Background: an optimization exercise with open tools, aiming at small area, a short achievable clock period and few clock cycles. Do not read the settings as production practice. Function was checked by simulation only, so behaviour that the tests miss may differ from the original. Power figures rest on the tool's default switching activity, not on a simulated workload.

**flow/run.sh**
```bash
#!/bin/bash
# Standard ORFS layout (the standard.sh, unchanged synthesis), with the
# timing repair aimed at a larger setup margin and limited to the worst 10%
# of endpoints, and clkbuf_8 for the clock tree. The clock period and all
# constraints are the standard flow's own.
set -o pipefail
bash standard.sh SETUP_SLACK_MARGIN=6.4 TNS_END_PERCENT=10 CTS_BUF_LIST=sky130_fd_sc_hd__clkbuf_8 finish > make_finish.log 2>&1
rc=$?
tail -n 30 make_finish.log
exit $rc
```
**standard.sh**
```bash
#!/bin/bash
# synth_recipe.tcl (not shown) runs the flow's synth.tcl, then flattens the netlist and writes it again
# the make line also repeats each setting of config.mk as NAME=value (left out here)
make -C /OpenROAD-flow-scripts/flow DESIGN_CONFIG=/design/flow/config.mk WORK_HOME=/design/flow/orfs CLKGATE_MAP_FILE= SYNTH_SCRIPT=/design/flow/synth_recipe.tcl "${@:-finish}"
```
**config.mk**
```make
export PLATFORM = sky130hd
export DESIGN_NAME = sam_pe
export DESIGN_NICKNAME = sam_pe
export VERILOG_FILES = /design/flow/design.v
export SDC_FILE = /design/flow/constraint.sdc
export NUM_CORES = 4
export LEC_CHECK = 0
export CAP_MARGIN = 20
export CORE_MARGIN = 2
export CORE_UTILIZATION = 50
export PLACE_DENSITY = 0.65
export SLEW_MARGIN = 20
```
**constraint.sdc**
```tcl
create_clock -name core_clock -period 10.0 [get_ports {clk}]
set_input_delay 2.0000 -clock core_clock [delete_from_list [all_inputs] [get_ports {clk}]]
set_output_delay 2.0000 -clock core_clock [all_outputs]
set_load 0.01 [all_outputs]
```
**design.v**
```verilog
module sam_pe (
    input             clk,
    input             rst,
    input             bus_valid,
    input             bus_write,
    input      [1:0]  bus_space,    
    input      [16:0] bus_addr,
    input      [31:0] bus_wdata,
    output            bus_ready,
    output reg        bus_rvalid,
    output     [31:0] bus_rdata
);
    localparam S_IDLE  = 4'd0;
    localparam S_EXEC  = 4'd1;    
    localparam S_CWALK = 4'd2;    
    localparam S_CLAST = 4'd3;    
    localparam S_ZWALK = 4'd4;    
    localparam S_ZFILL = 4'd5;    
    localparam S_CWA   = 4'd6;    
    localparam S_CWB   = 4'd7;    
    localparam S_PWAIT = 4'd8;    
    localparam S_DEC   = 4'd9;    
    localparam S_ENC   = 4'd10;   
    localparam E_OK        = 4'd0;
    localparam E_MALFORMED = 4'd1;
    localparam E_TRUNC     = 4'd2;
    localparam E_CKSUM     = 4'd3;
    localparam E_OVERSIZE  = 4'd4;
    localparam E_SHORT     = 4'd5;
    localparam E_WIDTH     = 4'd6;
    localparam E_NOFRAME   = 4'd7;
    localparam E_BADCMD    = 4'd8;
    reg [3:0]  st;
    wire       fx = (st == S_EXEC);    
    reg        rdy;          
    reg        rdy_o;        
    reg [31:0] cq;           
    reg        dw, ds;       
    reg [2:0]  dk;           
    reg [3:0]  err;
    reg        rxok, match, navp;
    reg [16:0] maxlen;
    reg [16:0] txlen;
    reg [16:0] rxlen;
    reg [7:0]  txcls, txid;
    reg [15:0] txlenf;
    reg [7:0]  rxcls, rxid;
    reg [15:0] rxlenf;
    reg [31:0] fval;
    reg [4:0]  fmeta;
    reg [7:0]  cka, ckb;
    reg        ack_ack, ack_nak;
    reg [7:0]  ack_cls, ack_id;
    reg [15:0] nav_year;
    reg [7:0]  nav_month, nav_day, nav_hour, nav_minute, nav_second;
    reg [3:0]  nav_valid;
    reg [2:0]  nav_fixtype;
    reg [15:0] nav_fixflags;
    reg [7:0]  nav_numsv;
    reg [31:0] nav_lon, nav_lat, nav_height, nav_hmsl, nav_hacc, nav_vacc;
    reg [31:0] nav_veln, nav_vele, nav_veld, nav_gspeed, nav_headmot;
    reg [31:0] nav_sacc, nav_headacc, nav_headveh;
    reg [15:0] nav_magdec, nav_magacc;
    wire [1023:0] txbuf;
    wire [1023:0] rxbuf;
    reg [6:0]  tptr;        
    reg [15:0] tcnt;        
    reg        tv;          
    reg [1:0]  bi;          
    reg        own_host;    
    reg        own_dec;     
    reg [5:0]  rpe, rpo;    
    reg        rsw;         
    assign bus_ready = rdy_o;
    wire acc      = bus_valid & rdy & rdy_o;
    wire acc_wr   = acc & bus_write;
    wire acc_rd   = acc & ~bus_write;
    wire [7:0] rnum = bus_addr[7:0];
    wire reg_wr   = acc_wr & (bus_space == 2'd0);
    wire tx_hwr   = acc_wr & (bus_space == 2'd1);
    wire rx_hwr   = acc_wr & (bus_space == 2'd2);
    wire cmd_wr   = reg_wr & (rnum == 8'h00);
    wire rx_rd_go = acc_rd & (bus_space == 2'd2);
    function [7:0] rxb;
        input integer i;
        rxb = rxbuf[8*i +: 8];
    endfunction
    wire [7:0] op     = bus_wdata[31:24];
    wire       a_cmp  = (bus_wdata == 32'h20000000) || (bus_wdata == 32'h21000000);
    wire       a_cmpt = (op == 8'h20) || (op == 8'h21);
    wire       a_dec  = (op[7:2] == 6'b010000);
    wire       a_enc  = (op == 8'h48) || (op == 8'h4A);
    wire       a_nav  = (bus_wdata == 32'h50000000);
    wire       a_par  = (op == 8'h30);
    wire       a_cku  = (op == 8'h11);
    wire [6:0] a_pos  = bus_wdata[6:0] + 7'd6;
    wire q_ckclr = (cq == 32'h10000000);
    wire q_ckupd = (cq[31:8] == 24'h110000);
    wire q_comp  = (cq == 32'h20000000);
    wire q_compz = (cq == 32'h21000000);
    wire q_parse = (cq == 32'h30000000);
    wire q_match = ((cq & 32'hFFFC0000) == 32'h31000000);
    wire q_dec   = ((cq & 32'hFCF80000) == 32'h40000000);
    wire q_enc   = ((cq & 32'hFDFF0000) == 32'h48000000);
    wire q_nav   = (cq == 32'h50000000);
    wire q_ack   = (cq == 32'h58000000);
    wire [15:0] q_off = cq[15:0];
    wire        q_w4  = cq[25];
    wire [16:0] q_end = {1'b0, q_off} + (q_w4 ? 17'd4 : 17'd2);
    wire        q_encbad = q_w4 ? (q_off > 16'd65531) : (q_off > 16'd65533);
    wire [7:0] hA = txcls + txid + txlenf[7:0] + txlenf[15:8];
    reg  [7:0] hA_q, hB_q;
    wire [7:0] hB = {txcls[5:0], 2'b00} + {txid[6:0], 1'b0} + txid
                  + {txlenf[6:0], 1'b0} + txlenf[15:8];
    wire       l_zero  = (txlenf == 16'd0);
    wire       l_one   = (txlenf == 16'd1);
    wire       l_short = (txlenf <= 16'd121);
    wire [7:0]  rx_ev = rxbuf[{rpe, 4'b0000} +: 8];
    wire [7:0]  rx_od = rxbuf[{rpo, 4'b1000} +: 8];
    wire [7:0]  rx_pd = rsw ? rx_od : rx_ev;     
    wire [7:0]  rx_p1 = rsw ? rx_ev : rx_od;     
    wire [6:0]  tx_pa = rdy ? bus_addr[6:0] : tptr;
    wire [31:0] tx_wd = txbuf[{tx_pa[6:2], 5'b00000} +: 32];
    reg  [31:0] rq;          
    reg  [1:0]  rb;          
    reg         rwide;       
    assign bus_rdata = {rq[31:8] & {24{rwide}}, rq[{rb, 3'b000} +: 8]};
    reg  [16:0] sptr;        
    reg         sv;          
    reg  [1:0]  scls;        
    reg  [7:0]  sq;
    reg  [7:0]  sA, sB, sRA, sRB;
    wire [15:0] rlen   = {rxb(5), rxb(4)};
    wire [16:0] r_cka  = {1'b0, rlen} + 17'd6;
    wire [16:0] r_end  = {1'b0, rlen} + 17'd8;
    wire        s_rd   = ~own_host & ~own_dec & (sptr != r_end);
    wire        s_byp  = rx_hwr & (bus_addr[6:0] == sptr[6:0]);
    wire        s_hit  = rx_hwr &
                         ((sptr > 17'd128) || (bus_addr[6:0] >= 7'd2 && {10'd0, bus_addr[6:0]} < sptr));
    wire [16:0] sptr_n = s_hit ? 17'd2 : (s_rd ? sptr + 17'd1 : sptr);
    wire        s_done = (sptr == r_end) & (~sv | (scls == 2'd2));
    wire [7:0]  s_rcb  = sv ? sq : sRB;
    wire        s_good = (sA == sRA) & (sB == s_rcb);
    always @(posedge clk) begin
        if (rst) begin
            sv   <= 1'b0;
            sptr <= 17'd2;
            sA   <= 8'd0;
            sB   <= 8'd0;
        end else begin
            sptr <= sptr_n;
            if (s_rd) begin
                sq   <= s_byp ? bus_wdata[7:0] : rx_pd;
                scls <= (sptr < r_cka) ? 2'd0 : ((sptr == r_cka) ? 2'd1 : 2'd2);
            end
            sv <= s_rd & ~s_hit;
            if (s_hit) begin
                sA <= 8'd0;
                sB <= 8'd0;
            end else if (sv) begin
                case (scls)
                    2'd0: begin sA <= sA + sq; sB <= sB + sA + sq; end
                    2'd1: sRA <= sq;
                    default: sRB <= sq;
                endcase
            end
        end
    end
    wire p_over  = rxlen > maxlen;
    wire p_sync  = (rxlen < 17'd2) || (rxb(0) != 8'hB5) || (rxb(1) != 8'h62);
    wire p_short = (rxlen < 17'd6) || (rxlen < r_end);
    reg pc_over, pc_sync, pc_short, pc_done, pc_good;
    always @(posedge clk) begin
        pc_over  <= p_over;
        pc_sync  <= p_sync;
        pc_short <= p_short;
        pc_done  <= s_done;
        pc_good  <= s_good;
    end
    wire [7:0] fixb = rxb(26);
    wire [2:0] fixcode = (fixb < 8'd6) ? fixb[2:0] : 3'd6;
    wire [7:0] w_a = cka + bus_rdata[7:0];
    wire [7:0] w_b = ckb + cka + bus_rdata[7:0];
    reg [7:0] fv_byte;
    always @(*) begin
        case (bi)
            2'd0: fv_byte = fval[7:0];
            2'd1: fv_byte = fval[15:8];
            2'd2: fv_byte = fval[23:16];
            default: fv_byte = fval[31:24];
        endcase
    end
    wire       q_dbad = (q_end > {1'b0, rxlenf});
    reg [3:0]  x_err;
    reg        x_rxok, x_match;
    reg [7:0]  x_rxcls, x_rxid;
    reg [15:0] x_rxlenf;
    reg [16:0] x_txlen;
    reg [7:0]  x_cka, x_ckb;
    reg        x_ack_ack, x_ack_nak;
    reg [7:0]  x_ack_cls, x_ack_id;
    always @(*) begin
        x_err     = err;
        x_rxok    = rxok;
        x_match   = match;
        x_rxcls   = rxcls;
        x_rxid    = rxid;
        x_rxlenf  = rxlenf;
        x_txlen   = txlen;
        x_cka     = cka;
        x_ckb     = ckb;
        x_ack_ack = ack_ack;
        x_ack_nak = ack_nak;
        x_ack_cls = ack_cls;
        x_ack_id  = ack_id;
        if (q_ckclr) begin
            x_cka = 8'd0;
            x_ckb = 8'd0;
            x_err = E_OK;
        end else if (q_ckupd) begin
            x_err = E_OK;
        end else if (q_comp || q_compz) begin
            x_cka = hA_q;
            x_ckb = hB_q;
            if (l_zero) begin
                x_txlen = 17'd8;
                x_err   = E_OK;
            end
        end else if (q_parse) begin
            if (pc_over) begin
                x_rxok = 1'b0;
                x_err  = E_OVERSIZE;
            end else if (pc_sync) begin
                x_rxok = 1'b0;
                x_err  = E_MALFORMED;
            end else if (pc_short) begin
                x_rxok = 1'b0;
                x_err  = E_TRUNC;
            end else if (pc_done) begin
                x_cka = sA;
                x_ckb = sB;
                if (pc_good) begin
                    x_rxcls  = rxb(2);
                    x_rxid   = rxb(3);
                    x_rxlenf = rlen;
                    x_rxok   = 1'b1;
                    x_err    = E_OK;
                end else begin
                    x_rxok   = 1'b0;
                    x_err    = E_CKSUM;
                end
            end
        end else if (q_match) begin
            if (!rxok) begin
                x_err = E_NOFRAME;
            end else begin
                x_match = (!cq[16] || rxcls == cq[15:8]) && (!cq[17] || rxid == cq[7:0]);
                x_err   = E_OK;
            end
        end else if (q_dec) begin
            if (!rxok)
                x_err = E_NOFRAME;
            else if (q_dbad)
                x_err = E_WIDTH;
        end else if (q_enc) begin
            if (q_encbad)
                x_err = E_WIDTH;
        end else if (q_nav) begin
            if (!rxok)
                x_err = E_NOFRAME;
            else if (rxlenf < 16'd92)
                x_err = E_SHORT;
            else
                x_err = E_OK;
        end else if (q_ack) begin
            if (!rxok) begin
                x_err = E_NOFRAME;
            end else if (rxlenf < 16'd2) begin
                x_err = E_SHORT;
            end else begin
                x_ack_ack = (rxb(6) == 8'h01);
                x_ack_nak = (rxb(6) == 8'h00);
                x_ack_cls = rxb(6);
                x_ack_id  = rxb(7);
                x_err     = E_OK;
            end
        end else begin
            x_err = E_BADCMD;
        end
    end
    reg [3:0]  st_n;
    reg        rdy_n;
    reg [3:0]  err_n;
    reg        rxok_n, match_n, navp_n;
    reg [16:0] maxlen_n, txlen_n, rxlen_n;
    reg [7:0]  txcls_n, txid_n;
    reg [15:0] txlenf_n;
    reg [7:0]  rxcls_n, rxid_n;
    reg [15:0] rxlenf_n;
    reg [31:0] fval_n;
    reg [4:0]  fmeta_n;
    reg [7:0]  cka_n, ckb_n;
    reg        ack_ack_n, ack_nak_n;
    reg [7:0]  ack_cls_n, ack_id_n;
    reg [6:0]  tptr_n;
    reg [15:0] tcnt_n;
    reg        tv_n;
    reg [1:0]  bi_n;
    reg        dec_more;    
    reg        nav_ld;      
    reg        nav_late;    
    reg        eng_we;      
    reg [7:0]  eng_wd;
    reg        hdr_late;    
    always @(*) begin
        st_n      = st;
        rdy_n     = rdy;
        err_n     = err;
        rxok_n    = rxok;
        match_n   = match;
        navp_n    = navp;
        maxlen_n  = maxlen;
        txlen_n   = txlen;
        rxlen_n   = rxlen;
        txcls_n   = txcls;
        txid_n    = txid;
        txlenf_n  = txlenf;
        rxcls_n   = rxcls;
        rxid_n    = rxid;
        rxlenf_n  = rxlenf;
        fval_n    = fval;
        fmeta_n   = fmeta;
        cka_n     = cka;
        ckb_n     = ckb;
        ack_ack_n = ack_ack;
        ack_nak_n = ack_nak;
        ack_cls_n = ack_cls;
        ack_id_n  = ack_id;
        tptr_n    = tptr;
        tcnt_n    = tcnt;
        tv_n      = tv;
        bi_n      = bi;
        dec_more  = 1'b0;
        nav_ld    = 1'b0;
        eng_we    = 1'b0;
        eng_wd    = 8'h00;
        hdr_late  = 1'b0;
        case (st)
        S_EXEC: begin
            st_n      = S_IDLE;
            rdy_n     = 1'b1;
            err_n     = x_err;
            rxok_n    = x_rxok;
            match_n   = x_match;
            rxcls_n   = x_rxcls;
            rxid_n    = x_rxid;
            rxlenf_n  = x_rxlenf;
            txlen_n   = x_txlen;
            cka_n     = x_cka;
            ckb_n     = x_ckb;
            ack_ack_n = x_ack_ack;
            ack_nak_n = x_ack_nak;
            ack_cls_n = x_ack_cls;
            ack_id_n  = x_ack_id;
            if (q_ckupd) begin
                cka_n = cka + cq[7:0];
                ckb_n = ckb + cka + cq[7:0];
            end
            if ((q_comp || q_compz) && !l_zero) begin
                tcnt_n = txlenf - 16'd1;
                tptr_n = tptr + 7'd1;
                rdy_n  = 1'b0;
                if (q_comp) begin
                    hdr_late = ~l_short;
                    tv_n  = 1'b1;       
                    st_n  = l_one ? S_CLAST : S_CWALK;
                end else if (l_short) begin
                    eng_we = 1'b1;      
                    ckb_n  = hB_q + hA_q;
                    st_n   = l_one ? S_CWA : S_ZWALK;
                end else begin
                    eng_we = 1'b1;      
                    tv_n   = 1'b0;
                    st_n   = S_ZFILL;
                end
            end else if (q_parse) begin
                if (!pc_over && !pc_sync && !pc_short && !pc_done) begin
                    rdy_n = 1'b0;
                    st_n  = S_PWAIT;
                end
            end else if (q_dec) begin
                if (rxok && !q_dbad) begin
                    fval_n[15:0] = {rx_p1, rx_pd};
                    if (q_w4) begin
                        dec_more = 1'b1;
                        rdy_n    = 1'b0;
                        st_n     = S_DEC;
                    end else begin
                        fval_n[31:16] = cq[24] ? {16{rx_p1[7]}} : 16'd0;
                        fmeta_n = {cq[25], cq[24], cq[18:16]};
                        err_n   = E_OK;
                    end
                end
            end else if (q_enc) begin
                if (!q_encbad) begin
                    eng_we = 1'b1;
                    eng_wd = fval[7:0];
                    tptr_n = tptr + 7'd1;
                    bi_n   = 2'd1;
                    rdy_n  = 1'b0;
                    st_n   = S_ENC;
                end
            end else if (q_nav) begin
                if (nav_late && rxok && !(rxlenf < 16'd92)) begin
                    nav_ld = 1'b1;
                    navp_n = 1'b1;
                end
            end
        end
        S_ZFILL: begin
            eng_we = 1'b1;
            tptr_n = tptr + 7'd1;
            tcnt_n = tcnt - 16'd1;
            if (tcnt == 16'd1) begin
                cka_n  = hA;
                ckb_n  = hB;
                tptr_n = 7'd6;
                tcnt_n = txlenf;
                st_n   = S_CWALK;
            end
        end
        S_ZWALK: begin
            eng_we = 1'b1;
            ckb_n  = ckb + cka;
            tptr_n = tptr + 7'd1;
            tcnt_n = tcnt - 16'd1;
            if (tcnt == 16'd1) st_n = S_CWA;
        end
        S_CWALK: begin
            if (tv) begin
                cka_n = w_a;
                ckb_n = w_b;
            end
            tv_n   = 1'b1;
            tptr_n = tptr + 7'd1;
            tcnt_n = tcnt - 16'd1;
            if (tcnt == 16'd1) st_n = S_CLAST;
        end
        S_CLAST: begin
            cka_n = w_a;
            ckb_n = w_b;
            tv_n  = 1'b0;
            st_n  = S_CWA;
        end
        S_CWA: begin
            eng_we = 1'b1;
            eng_wd = cka;
            tptr_n = tptr + 7'd1;
            st_n   = S_CWB;
        end
        S_CWB: begin
            eng_we  = 1'b1;
            eng_wd  = ckb;
            txlen_n = {1'b0, txlenf} + 17'd8;
            err_n   = E_OK;
            rdy_n   = 1'b1;
            st_n    = S_IDLE;
        end
        S_PWAIT: begin
            if (s_done) begin
                cka_n = sA;
                ckb_n = sB;
                if (s_good) begin
                    rxcls_n  = rxb(2);
                    rxid_n   = rxb(3);
                    rxlenf_n = rlen;
                    rxok_n   = 1'b1;
                    err_n    = E_OK;
                end else begin
                    rxok_n   = 1'b0;
                    err_n    = E_CKSUM;
                end
                rdy_n = 1'b1;
                st_n  = S_IDLE;
            end
        end
        S_DEC: begin
            fval_n[31:16] = {rx_p1, rx_pd};
            fmeta_n = {dw, ds, dk};
            err_n   = E_OK;
            rdy_n   = 1'b1;
            st_n    = S_IDLE;
        end
        S_ENC: begin
            eng_we = 1'b1;
            eng_wd = fv_byte;
            tptr_n = tptr + 7'd1;
            bi_n   = bi + 2'd1;
            if (bi == 2'd3 || (!dw && bi == 2'd1)) begin
                txlen_n = 17'd0;
                err_n   = E_OK;
                rdy_n   = 1'b1;
                st_n    = S_IDLE;
            end
        end
        default: begin
            st_n  = S_IDLE;
            rdy_n = 1'b1;
        end
        endcase
        if (reg_wr) begin
            case (rnum)
                8'h02: maxlen_n = bus_wdata[16:0];
                8'h04: begin rxlen_n = bus_wdata[16:0]; rxok_n = 1'b0; end
                8'h08: begin txcls_n = bus_wdata[7:0];  txlen_n = 17'd0; end
                8'h09: begin txid_n = bus_wdata[7:0];   txlen_n = 17'd0; end
                8'h0A: begin txlenf_n = bus_wdata[15:0]; txlen_n = 17'd0; end
                8'h0E: fval_n = bus_wdata;
                default: ;
            endcase
        end
        if (rx_hwr) rxok_n = 1'b0;
        if (tx_hwr) txlen_n = 17'd0;
        if (cmd_wr & a_nav & ~fx & rxok & ~(rxlenf < 16'd92)) begin
            nav_ld = 1'b1;
            navp_n = 1'b1;
        end
        if (cmd_wr) begin
            st_n  = S_EXEC;
            rdy_n = ~((a_cmpt & ~l_zero) | a_dec | a_enc | a_cku | (a_nav & fx) | (a_par & ~s_done));
            if (a_cmpt)
                tptr_n = 7'd6;
            else if (a_enc)
                tptr_n = a_pos;
        end
    end
    always @(posedge clk) begin
        if (rst) begin
            st       <= S_IDLE;
            rdy      <= 1'b1;
            rdy_o    <= 1'b0;
            tv       <= 1'b0;
            err      <= E_OK;
            rxok     <= 1'b0;
            match    <= 1'b0;
            navp     <= 1'b0;
            maxlen   <= 17'd1000;
            txlen    <= 17'd0;
            rxlen    <= 17'd0;
            txcls    <= 8'd0;
            txid     <= 8'd0;
            txlenf   <= 16'd0;
            rxcls    <= 8'd0;
            rxid     <= 8'd0;
            rxlenf   <= 16'd0;
            fval     <= 32'd0;
            fmeta    <= 5'd0;
            cka      <= 8'd0;
            ckb      <= 8'd0;
            ack_ack  <= 1'b0;
            ack_nak  <= 1'b0;
            ack_cls  <= 8'd0;
            ack_id   <= 8'd0;
        end else begin
            st       <= st_n;
            rdy      <= rdy_n;
            rdy_o    <= rdy_n;
            tv       <= tv_n;
            err      <= err_n;
            rxok     <= rxok_n;
            match    <= match_n;
            navp     <= navp_n;
            maxlen   <= maxlen_n;
            txlen    <= txlen_n;
            rxlen    <= rxlen_n;
            txcls    <= txcls_n;
            txid     <= txid_n;
            txlenf   <= txlenf_n;
            rxcls    <= rxcls_n;
            rxid     <= rxid_n;
            rxlenf   <= rxlenf_n;
            fval     <= fval_n;
            fmeta    <= fmeta_n;
            cka      <= cka_n;
            ckb      <= ckb_n;
            ack_ack  <= ack_ack_n;
            ack_nak  <= ack_nak_n;
            ack_cls  <= ack_cls_n;
            ack_id   <= ack_id_n;
        end
        tptr <= tptr_n;
        tcnt <= tcnt_n;
        hA_q <= hA;
        hB_q <= hB;
        nav_late <= fx;
        bi   <= bi_n;
        cq <= bus_wdata;
        if (st == S_EXEC) begin
            dw <= cq[25];
            ds <= cq[24];
            dk <= cq[18:16];
        end
    end
    wire       tw_eng = ~rdy & eng_we;
    wire [7:0] tw_d   = rdy ? bus_wdata[7:0] : eng_wd;
    wire       cmp_go = cmd_wr & a_cmp;
    wire       hdr_we = (cmp_go & l_short) | hdr_late | ((st == S_CWALK) & ~tv);
    wire       ck0_we = cmp_go & l_zero;
    wire [63:0] hdr = {hB, hA, txlenf[15:8], txlenf[7:0], txid, txcls, 8'h62, 8'hB5};
    genvar gi;
    generate
        for (gi = 0; gi < 128; gi = gi + 1) begin : g_buf
            reg [7:0] tq, rq;
            wire twe = (tx_hwr && bus_addr[6:0] == gi) || (tw_eng && tptr == gi);
            if (gi < 6) begin : g_hdr
                always @(posedge clk) begin
                    if (twe)
                        tq <= tw_d;
                    else if (hdr_we)
                        tq <= hdr[8*gi +: 8];
                end
            end else if (gi < 8) begin : g_ck0
                always @(posedge clk) begin
                    if (twe)
                        tq <= tw_d;
                    else if (ck0_we)
                        tq <= hdr[8*gi +: 8];
                end
            end else begin : g_pl
                always @(posedge clk) begin
                    if (twe)
                        tq <= tw_d;
                end
            end
            always @(posedge clk) begin
                if (rx_hwr && bus_addr[6:0] == gi)
                    rq <= bus_wdata[7:0];
            end
            assign txbuf[8*gi +: 8] = tq;
            assign rxbuf[8*gi +: 8] = rq;
        end
    endgenerate
    always @(posedge clk) begin
        if (nav_ld) begin
            nav_year     <= {rxb(11), rxb(10)};
            nav_month    <= rxb(12);
            nav_day      <= rxb(13);
            nav_hour     <= rxb(14);
            nav_minute   <= rxb(15);
            nav_second   <= rxb(16);
            nav_valid    <= rxbuf[8*17 +: 4];
            nav_fixtype  <= fixcode;
            nav_fixflags <= {rxb(28), rxb(27)};
            nav_numsv    <= rxb(29);
            nav_lon      <= {rxb(33), rxb(32), rxb(31), rxb(30)};
            nav_lat      <= {rxb(37), rxb(36), rxb(35), rxb(34)};
            nav_height   <= {rxb(41), rxb(40), rxb(39), rxb(38)};
            nav_hmsl     <= {rxb(45), rxb(44), rxb(43), rxb(42)};
            nav_hacc     <= {rxb(49), rxb(48), rxb(47), rxb(46)};
            nav_vacc     <= {rxb(53), rxb(52), rxb(51), rxb(50)};
            nav_veln     <= {rxb(57), rxb(56), rxb(55), rxb(54)};
            nav_vele     <= {rxb(61), rxb(60), rxb(59), rxb(58)};
            nav_veld     <= {rxb(65), rxb(64), rxb(63), rxb(62)};
            nav_gspeed   <= {rxb(69), rxb(68), rxb(67), rxb(66)};
            nav_headmot  <= {rxb(73), rxb(72), rxb(71), rxb(70)};
            nav_sacc     <= {rxb(77), rxb(76), rxb(75), rxb(74)};
            nav_headacc  <= {rxb(81), rxb(80), rxb(79), rxb(78)};
            nav_headveh  <= {rxb(93), rxb(92), rxb(91), rxb(90)};
            nav_magdec   <= {rxb(95), rxb(94)};
            nav_magacc   <= {rxb(97), rxb(96)};
        end
    end
    reg [31:0] nav_rd;
    always @(*) begin
        case (rnum)
            8'h20: nav_rd = {16'd0, nav_year};
            8'h21: nav_rd = {24'd0, nav_month};
            8'h22: nav_rd = {24'd0, nav_day};
            8'h23: nav_rd = {24'd0, nav_hour};
            8'h24: nav_rd = {24'd0, nav_minute};
            8'h25: nav_rd = {24'd0, nav_second};
            8'h26: nav_rd = {28'd0, nav_valid};
            8'h27: nav_rd = {29'd0, nav_fixtype};
            8'h28: nav_rd = {16'd0, nav_fixflags};
            8'h29: nav_rd = {24'd0, nav_numsv};
            8'h2A: nav_rd = nav_lon;
            8'h2B: nav_rd = nav_lat;
            8'h2C: nav_rd = nav_height;
            8'h2D: nav_rd = nav_hmsl;
            8'h2E: nav_rd = nav_hacc;
            8'h2F: nav_rd = nav_vacc;
            8'h30: nav_rd = nav_veln;
            8'h31: nav_rd = nav_vele;
            8'h32: nav_rd = nav_veld;
            8'h33: nav_rd = nav_gspeed;
            8'h34: nav_rd = nav_headmot;
            8'h35: nav_rd = nav_sacc;
            8'h36: nav_rd = nav_headacc;
            8'h37: nav_rd = nav_headveh;
            8'h38: nav_rd = {{16{nav_magdec[15]}}, nav_magdec};
            8'h39: nav_rd = {16'd0, nav_magacc};
            default: nav_rd = 32'd0;
        endcase
    end
    wire [3:0]  f_err    = fx ? x_err : err;
    wire        f_rxok   = fx ? x_rxok : rxok;
    wire        f_match  = fx ? x_match : match;
    wire [7:0]  f_rxcls  = fx ? x_rxcls : rxcls;
    wire [7:0]  f_rxid   = fx ? x_rxid : rxid;
    wire [15:0] f_rxlenf = fx ? x_rxlenf : rxlenf;
    wire [16:0] f_txlen  = fx ? x_txlen : txlen;
    wire [7:0]  f_cka    = fx ? x_cka : cka;
    wire [7:0]  f_ckb    = fx ? x_ckb : ckb;
    wire        f_ack_ack = fx ? x_ack_ack : ack_ack;
    wire        f_ack_nak = fx ? x_ack_nak : ack_nak;
    wire [7:0]  f_ack_cls = fx ? x_ack_cls : ack_cls;
    wire [7:0]  f_ack_id  = fx ? x_ack_id : ack_id;
    reg [31:0] reg_rd;
    always @(*) begin
        case (rnum)
            8'h01: reg_rd = {25'd0, navp, f_match, f_rxok, f_err};
            8'h02: reg_rd = {15'd0, maxlen};
            8'h03: reg_rd = {15'd0, f_txlen};
            8'h04: reg_rd = {15'd0, rxlen};
            8'h08: reg_rd = {24'd0, txcls};
            8'h09: reg_rd = {24'd0, txid};
            8'h0A: reg_rd = {16'd0, txlenf};
            8'h0B: reg_rd = {24'd0, f_rxcls};
            8'h0C: reg_rd = {24'd0, f_rxid};
            8'h0D: reg_rd = {16'd0, f_rxlenf};
            8'h0E: reg_rd = fval;
            8'h0F: reg_rd = {27'd0, fmeta};
            8'h10: reg_rd = {24'd0, f_cka};
            8'h11: reg_rd = {24'd0, f_ckb};
            8'h12: reg_rd = {8'd0, f_ack_id, f_ack_cls, 6'd0, f_ack_nak, f_ack_ack};
            default: reg_rd = navp ? nav_rd : 32'd0;
        endcase
    end
    always @(posedge clk) begin
        if (rst) begin
            bus_rvalid <= 1'b0;
            own_host   <= 1'b0;
        end else begin
            bus_rvalid <= (acc_rd & (bus_space != 2'd2)) | own_host;
            own_host   <= rx_rd_go;
        end
        if (own_host) begin
            rq    <= {24'd0, rx_pd};
            rb    <= 2'd0;
            rwide <= 1'b0;
        end else if (!rdy || bus_space == 2'd1) begin
            rq    <= tx_wd;
            rb    <= tx_pa[1:0];
            rwide <= 1'b0;
        end else begin
            rq    <= (bus_space == 2'd0) ? reg_rd : 32'd0;
            rb    <= 2'd0;
            rwide <= 1'b1;
        end
    end
    wire dec_pre = cmd_wr & a_dec;
    reg  [6:0] rpi_n;       
    reg  [6:0] rpi_n1;
    always @(*) begin
        if (rx_rd_go) begin
            rpi_n  = bus_addr[6:0];
            rpi_n1 = bus_addr[6:0] + 7'd1;
        end else if (dec_pre) begin
            rpi_n  = bus_wdata[6:0] + 7'd6;
            rpi_n1 = bus_wdata[6:0] + 7'd7;
        end else begin
            rpi_n  = sptr_n[6:0];
            rpi_n1 = sptr_n[6:0] + 7'd1;
        end
    end
    always @(posedge clk) begin
        if (rst) begin
            own_dec <= 1'b0;
            rpe     <= 6'd1;
            rpo     <= 6'd1;
            rsw     <= 1'b0;
        end else begin
            own_dec <= dec_pre | dec_more;
            if (dec_more) begin
                rpe <= rpe + 6'd1;
                rpo <= rpo + 6'd1;
            end else begin
                rpe <= rpi_n1[6:1];
                rpo <= rpi_n[6:1];
                rsw <= rpi_n[0];
            end
        end
    end
endmodule
```
==> results of run 1 <==
stage by stage:
step	instance area (µm²)	util	setup WS (ns)	setup TNS, ns
final	155500	0.6106	5.609	0
after floorplan	128400	-	-2.056	-1167.05
after global routing	155400	0.6105	5.586	0
after global placement	133400	0.5238	2.315	0
after CTS	152600	0.5994	5.602	0
after detailed placement	133500	0.5243	2.205	0
layer usage:
metal | up-vias | global-route usage | share of wire
met5 | - | 0 | 0.00016
met4 | 12 | 0.2337 | 0.081
met3 | 1712 | 0.09630 | 0.12
met2 | 6790 | 0.5435 | 0.44
met1 | 44120 | 0.4651 | 0.35
li1 | 34360 | - | -
synth_stat cells, types with 40 or more instances:
| master | instances | area (µm²) |
|---|---|---|
| a21oi_1 | 342 | 1712 |
| buf_1 | 77 | 289.0 |
| mux2i_1 | 124 | 1241 |
| edfxtp_1 | 2664 | 80000 |
| nand2_1 | 687 | 2579 |
| a21o_1 | 48 | 360.4 |
| clkbuf_1 | 344 | 1291 |
| xnor2_1 | 131 | 1147 |
| and3_1 | 74 | 462.9 |
| mux4_2 | 600 | 13510 |
| ha_1 | 171 | 2140 |
| nand4_1 | 67 | 419.2 |
| nor2_1 | 518 | 1944 |
| a22oi_1 | 160 | 1201 |
| a221oi_1 | 86 | 753.2 |
| nand3_1 | 171 | 855.8 |
| nor3_1 | 102 | 510.5 |
| fa_1 | 48 | 960.9 |
| a222oi_1 | 60 | 600.6 |
| a31oi_1 | 53 | 331.6 |
| o22ai_1 | 170 | 1064 |
| buf_2 | 59 | 295.3 |
| nor4_1 | 40 | 250.2 |
| inv_1 | 136 | 510.5 |
| xor2_1 | 83 | 727.0 |
| a22o_1 | 69 | 604.3 |
| and2_1 | 46 | 287.8 |
| o21ai_0 | 131 | 655.6 |
| dfxtp_1 | 346 | 6927 |
| a211oi_1 | 48 | 360.4 |
path summary, 6_finish.rpt:
kind	endpoint	from	slack, ns
worst min register to register	nav_lon[13]	g_buf[31].rq[5]	0.39
worst max-delay path	bus_rdata[2]	rb[0]	5.61
worst min-delay path	nav_lon[13]	g_buf[31].rq[5]	0.39
worst max register to register	rxlenf[15]	g_buf[4].rq[5]	5.87
report_power, final:
part           total (µW)  switching, µW  leakage, µW  internal [µW]
combinational        2560           1530       0.0196           1030
clock                9880           4980      0.00503           4890
sequential          13800            109       0.0267          13700
timing repair:
| item | 4_1_cts | 5_1_grt |
|---|---|---|
| setup endpoints to repair | 3996 | 3761 |
| pin swaps | 183 | 115 |
| hold buffers | 0 | 0 |
| endpoints found under the hold margin | 0 | 0 |
| cloned | 58 | 13 |
| gates resized for setup | 1274 | 315 |
| setup buffers | 353 | 148 |
layout make-up:
class                           instances  area, µm²
Fill cell                           18600      99150
Sequential cell                      3010      87040
Multi-Input combinational cell       4510      44070
Timing Repair Buffer                  878      10740
Clock buffer                          495       6813
Tap cell                             3366       4212
Clock inverter                        369       1934
Inverter                              137      601.8
Antenna cell                           16      40.04
Timing Repair inverter                  3      26.28
cell families after synthesis:
family / Yosys count
flops: 3010
simple gates: 1887
compound gates: 1434
mux: 752
buf+inv: 644
fa+ha+maj: 219
xor+xnor: 216
cells in the final DEF (no fill, tap or decap), types with 157 or more instances in the layout:
cell type / instances
a21oi_1: 307
inv_1: 267
nand2_1: 641
dfxtp_1: 302
ha_1: 157
clkbuf_8: 495
edfxtp_1: 2664
buf_4: 479
nor2_1: 383
mux4_2: 600
==> reports/qor.csv, run 1 <==
metric,value,unit
synthAdderAreaFrac,0.02416,
synth_ff_type,edfxtp_1,
stdcell_count,12780,
synth_cell_types,107,
die-height,510.6,µm
grt_pass1_vias,83170,
vias,86990,
grt_pass1_wl,657.4,mm
clock_path_buffers,4,
cts_tree,yes,
core_region_area,254600,µm²
crit_top_cell,buf_6,
synth-xor-area-share,0.01491,
cap_violations,0,
grt_max_degree,125,
yosys_warnings,1,
fp-row-count,185,
fin_crit_sh,0.4391,
area_growth,21.16,%
critical_path_class,register to primary output,
ys_ff_latch,3010,
setup_viol,0,
worstMarginPinSlew,1.464,ns
initial_core_util,0.5040,
synth_edf_count,2664,
cp.depth,5,
synth_top_family_by_area,multiplexers,
post-route-drc-count,0,
final.setup_skew,0.1147,ns
whs_path_depth,0,
dr.pass1.iters,10,
cpLargestDelayFamily,multiplexers,
crit_chain,"buf_6, buf_6, mux4_2, buf_12, buf_6",
clk_latency,1.09,ns
layout_min_cycle_time,4.391,ns
hold_viol,0,
syn_area_per_cell,15.72,µm²
place_hpwl,311.1,mm
max_freq,227.7,MHz
clk_pin_slew,0.07,ns
root_buffer,clkbuf_8,
drive_gt1_frac,0.3031,
dieArea,260700,µm²
via_per_inst,6.804,
rsz0062_at_grt,yes,
synthArstFlopShare,0,
start_kind,register,
dp_cells,11330,
io_pins,89,
grt_overflow_total,0,
synth_nets,8436,
nNetsFinal,9292,
cts_sinks,3010,
synth_area,128300,µm²
endpoint_kind,primary output,
yosysSeqAreaShare,0.6774,
required,8.00,ns
p_total,26220,µW
cts_inserted_buffers,478,
cpPeakStageDelay,0.53,ns
relSlewSlack,0.02170,
io_buffers,79,
worstPathArrival,2.39,ns
synthCells,8162,
cpMaxStageDelayCell,mux4_2,
p_per_area,168.6,nW/µm²
h-tree-depth,5,
reg_top3,"g_buf.rq (1024), g_buf.tq (1024)",
hold_slack,0.3931,ns
drt-initial-drc-count,13800,
power.leakage,0.05133,µW
chipWidth,510.6,µm
synth_simple_gate_area_frac,0.06785,
wl,486.7,mm
outcome,no timing/DRC/antenna violations,
synth_mux_area_frac,0.1174,
synth-compound-area-share,0.07771,
antenna_found_initial,31,
holdCritPathClass,register to register,
wl_per_cell,38.07,µm
ant_nets,0,
cp_max_fo,3,
grt.total_usage,0.3610,
gp_congestion,1.039,
vdd_ir_drop_max,121.1,µV
path_buf_inv,4,
slew_violations,0,
rr_worst_depth,11,
Testbench counts, summed over its fixed seeds: cycles 32,096.
==> run 2: changes to the inputs <==
==> run.sh (new file) <==
#!/bin/bash
# synth_recipe.tcl (not shown) runs the flow's synth.tcl, then flattens the netlist and writes it again
# the make line also repeats each setting of config.mk as NAME=value (left out here)
make -C /OpenROAD-flow-scripts/flow DESIGN_CONFIG=/design/flow/config.mk WORK_HOME=/design/flow/orfs CLKGATE_MAP_FILE= SYNTH_SCRIPT=/design/flow/synth_recipe.tcl finish
--- a/config.mk
+++ b/config.mk
@@ -5,8 +5,10 @@
 export SDC_FILE = /design/flow/constraint.sdc
 export NUM_CORES = 4
 export LEC_CHECK = 0
-export CAP_MARGIN = 20
+export CAP_MARGIN = 25
 export CORE_MARGIN = 2
 export CORE_UTILIZATION = 50
 export PLACE_DENSITY = 0.65
-export SLEW_MARGIN = 20
+export SETUP_SLACK_MARGIN = 5
+export SLEW_MARGIN = 25
+export TNS_END_PERCENT = 10
removed: flow/run.sh
removed: standard.sh
==> run 2 against run 1 <==
Net effect: still clean; register-to-register slack lost 1.2 ns; non-clock buffer count shrank 538; critical path depth grew 4; fmax shrank 18%; power grew 5.8%; clock skew shrank 0.023 ns; worst setup slack lost 0.99 ns; largest cell class unchanged.
==> reports/qor.csv, run 2 <==
metric,value,unit,change
outcome,no timing/DRC/antenna violations,,
area_growth,13.25,%,
wl,447.8,mm,-8.0%
met2_usage,0.5117,,-0.03178
synth-xor-area-share,0.01491,,unchanged
yosys.area.top_type,edfxtp_1,,
clk_pin_slew,0.06,ns,about the same
endpoint_kind,register,,
final.setup_skew,0.09150,ns,-0.02317 ns
hold_viol,0,,unchanged
yosys-top-cells-count,"edfxtp_1 (2664), nand2_1 (687), mux4_2 (600)",,
rsz0062_at_grt,yes,,
reg_top3,"g_buf.rq (1024), g_buf.tq (1024)",,
dr.pass1.iters,9,,-1
met3_usage,0.07879,,-0.01750
crit_chain,"clkdlybuf4s50_1, nand4_1, or3_2, nor3_4, buf_4, nand2_1, nor2_1, nand2_1, o221ai_1",,
initial_core_util,0.5040,,unchanged
via_per_inst,6.816,,+0.17%
start_kind,input port,,
cpMaxStageDelayCell,or3_2,,
reg2reg_setup_slack,4.72,ns,-1.15 ns
cp_max_fo,8,,+5
vias,81440,,-6.4%
place_ws,2.211,ns,+0.006830 ns
dieArea,260700,µm²,unchanged
layout_common_cells,"edfxtp_1 (2664), nand2_1 (675), mux4_2 (600), nor2_1 (474), a21oi_1 (340)",,
drive_gt1_frac,0.1919,,-0.1112
nNetsFinal,8596,,-7.5%
hold_slack,0.4212,ns,+0.02809 ns
clock_path_buffers,4,,unchanged
grt_pass1_vias,78590,,-5.5%
rr_worst_depth,9,,-2
synth_mux_area_frac,0.1174,,unchanged
holdCritPathClass,register to register,,
worstPathArrival,5.88,ns,+3.49 ns
synthAdderAreaFrac,0.02416,,unchanged
worst_slack,4.620,ns,-0.9889 ns
grt-busiest-layer,met2,,
grt.total_usage,0.3381,,-0.02290
fin_crit_sh,0.5380,,+0.09889
max_freq,185.9,MHz,-18%
cpPeakStageDelay,0.82,ns,+0.29 ns
cts_tree,yes,,
cap_violations,0,,unchanged
stdcell_count,11950,,-6.5%
setup_viol,0,,unchanged
yosys_warnings,1,,unchanged
tns,0,ns,unchanged
grt_pass1_wl,616.9,mm,-6.2%
synth_cell_types,107,,unchanged
synth_ff_type,edfxtp_1,,
ys_ff_latch,3010,,unchanged
critical_path_class,input port to register,,
grt.met1_usage,0.4479,,-0.01721
post-route-drc-count,0,,unchanged
synthArstFlopShare,0,,unchanged
synth_simple_gate_area_frac,0.06785,,unchanged
fp-row-count,185,,unchanged
crit_top_cell,nand2_1,,
cts_sinks,3010,,unchanged
io_buffers,79,,unchanged
ant_nets,0,,unchanged
root_buffer,clkbuf_16,,
final_cell_area,145300,µm²,-6.5%
cts_inserted_buffers,325,,-32%
holdPathEnd,nav_hmsl[17],,
vdd_ir_drop_max,212.7,µV,+76%
yosysSeqAreaShare,0.6774,,unchanged
die-height,510.6,µm,unchanged
place_hpwl,311.2,mm,about the same
synth_top_family_by_area,multiplexers,,
synth_most_common_cell,edfxtp_1,,
synth_area,128300,µm²,unchanged
layout_min_cycle_time,5.380,ns,+0.9889 ns
dp_cells,11330,,-0.026%
layout_commonest_cell,edfxtp_1,,
io_pins,89,,unchanged
p_per_area,190.8,nW/µm²,+13%
synth_edf_count,2664,,unchanged
min_from,g_buf[44].rq[1],,
syn_area_per_cell,15.72,µm²,unchanged
synth-compound-area-share,0.07771,,unchanged
h-tree-depth,5,,unchanged
r2r-end,g_buf[66].tq[6],,
synthCells,8162,,unchanged
whs_path_depth,0,,unchanged
core_region_area,254600,µm²,unchanged
antenna_found_initial,42,,+35%
synth_top_cell_area_share,0.6234,,unchanged
wl_per_cell,37.48,µm,-1.5%
worstMarginPinSlew,1.253,ns,-0.2112 ns
required,10.50,ns,+2.50 ns
reg2reg_from,cq[21],,
drt-initial-drc-count,13070,,-5.3%
relSlewSlack,0.1625,,+0.1408
gp_congestion,1.039,,unchanged
synth_nets,8436,,unchanged
clk_latency,0.97,ns,-0.12 ns
yosys-top-cells-area,"edfxtp_1 (62%), mux4_2 (11%), dfxtp_1 (5.4%), nand2_1 (2.0%), ha_1 (1.7%)",,
postPlaceCellArea,133500,µm²,about the same
power.leakage,0.04647,µW,-9.5%
slew_violations,0,,unchanged
grt_overflow_total,0,,unchanged
chipWidth,510.6,µm,unchanged
grt_max_degree,143,,+14%
-- run 2: where the power goes --
part	switching, µW	leakage [µW]	internal (µW)
Combinational	1270	0.0147	763
Clock	4950	0.00506	6950
Sequential	130	0.0267	13700
-- run 2: cell type report --
class,count,area [µm²]
Antenna cell,15,37.54
Sequential cell,3010,86950
Timing Repair Buffer,340,3227
Inverter,137,543.0
Clock buffer,389,8563
Multi-Input combinational cell,4508,40000
Fill cell,19610,109300
Clock inverter,183,1793
Tap cell,3366,4212
-- run 2: worst max-delay path: cells and delay by family --
| family | cells | cell delay, ns |
|---|---|---|
| simple gates | 6 | 2.55 |
| compound gates | 1 | 0.45 |
| buf+inv | 2 | 0.86 |
-- run 2: logic make-up after synthesis --
kind of cell             after synthesis
adder cells (fa/ha/maj)              219
AND/OR/NAND/NOR                     1887
multiplexers                         752
flip-flops                          3010
XOR/XNOR                             216
AO/OA/AOI/OAI                       1434
buffers and inverters                644
-- run 2: per-layer routing --
| layer | share of wire | vias to the layer above | wire length [µm] |
|---|---|---|---|
| li1 | - | 32810 | - |
| met1 | 0.37 | 41790 | 163600 |
| met3 | 0.11 | 1252 | 50240 |
| met2 | 0.45 | 5557 | 201500 |
| met4 | 0.072 | 28 | 32330 |
| met5 | 0.00041 | - | 184 |
-- run 2: timing repair --
action | CTS | global route
hold buffers | 0 | 0
resized for setup | 144 | 76
pin swaps | 14 | 3
setup endpoints to repair | 1991 | 1469
gates cloned | 2 | 1
buffers inserted | 19 | 0
-- run 2: worst max-delay path by stage --
stage	start	end	slack, ns	cells past startpoint
after global routing	cq[21]	g_buf[53].tq[3]	4.70	8
after floorplan	bus_valid	nav_day[0]	-2.06	6
after detailed placement	bus_addr[7]	rq[11]	2.21	12
after global placement	bus_addr[7]	rq[11]	2.31	12
final	bus_write	g_buf[7].tq[0]	4.62	9
after CTS	cq[21]	g_buf[77].tq[1]	4.67	8
-- run 2: metrics by stage --
| stage | total power, µW | utilization |
|---|---|---|
| after global routing | 28330 | 0.5707 |
| after detailed placement | 16010 | 0.5244 |
| after global placement | 15990 | 0.5238 |
| final | 27720 | 0.5708 |
| after CTS | 27760 | 0.5685 |
| after floorplan | 15150 | - |

separate check: timing with driven ports:
No port has a modelled driver above. Below, the same layouts with a new extraction and two added sets of constraints. Step 1 assumes that a clkbuf_16 drives the clock port and a buf_2 every other input. Step 2 moves the port delays by t, midway between the first and last clock arrival at a register: inputs arrive t later, outputs are due t later. That takes back most of the time a late clock gives input paths. a / b / c = ideal ports / drivers / drivers and shift; a / b = the first two.
| run | shift t [ns] | slack for setup (ns) | hold WS [ns] | worst register clock-pin slew, ns |
|---|---|---|---|---|
| run 1 | 1.141 | 5.609 / 5.498 / 4.658 | 0.393 / 0.393 / 0.393 | 0.08 / 0.08 |
| run 2 | 1.019 | 4.620 / 4.689 / 3.670 | 0.421 / 0.421 / 0.421 | 0.07 / 0.07 |
After both steps setup and hold are still met in every run listed. For run 1, which loses most, drivers alone change the setup slack by -0.111 ns; drivers and shift together by -0.951 ns.
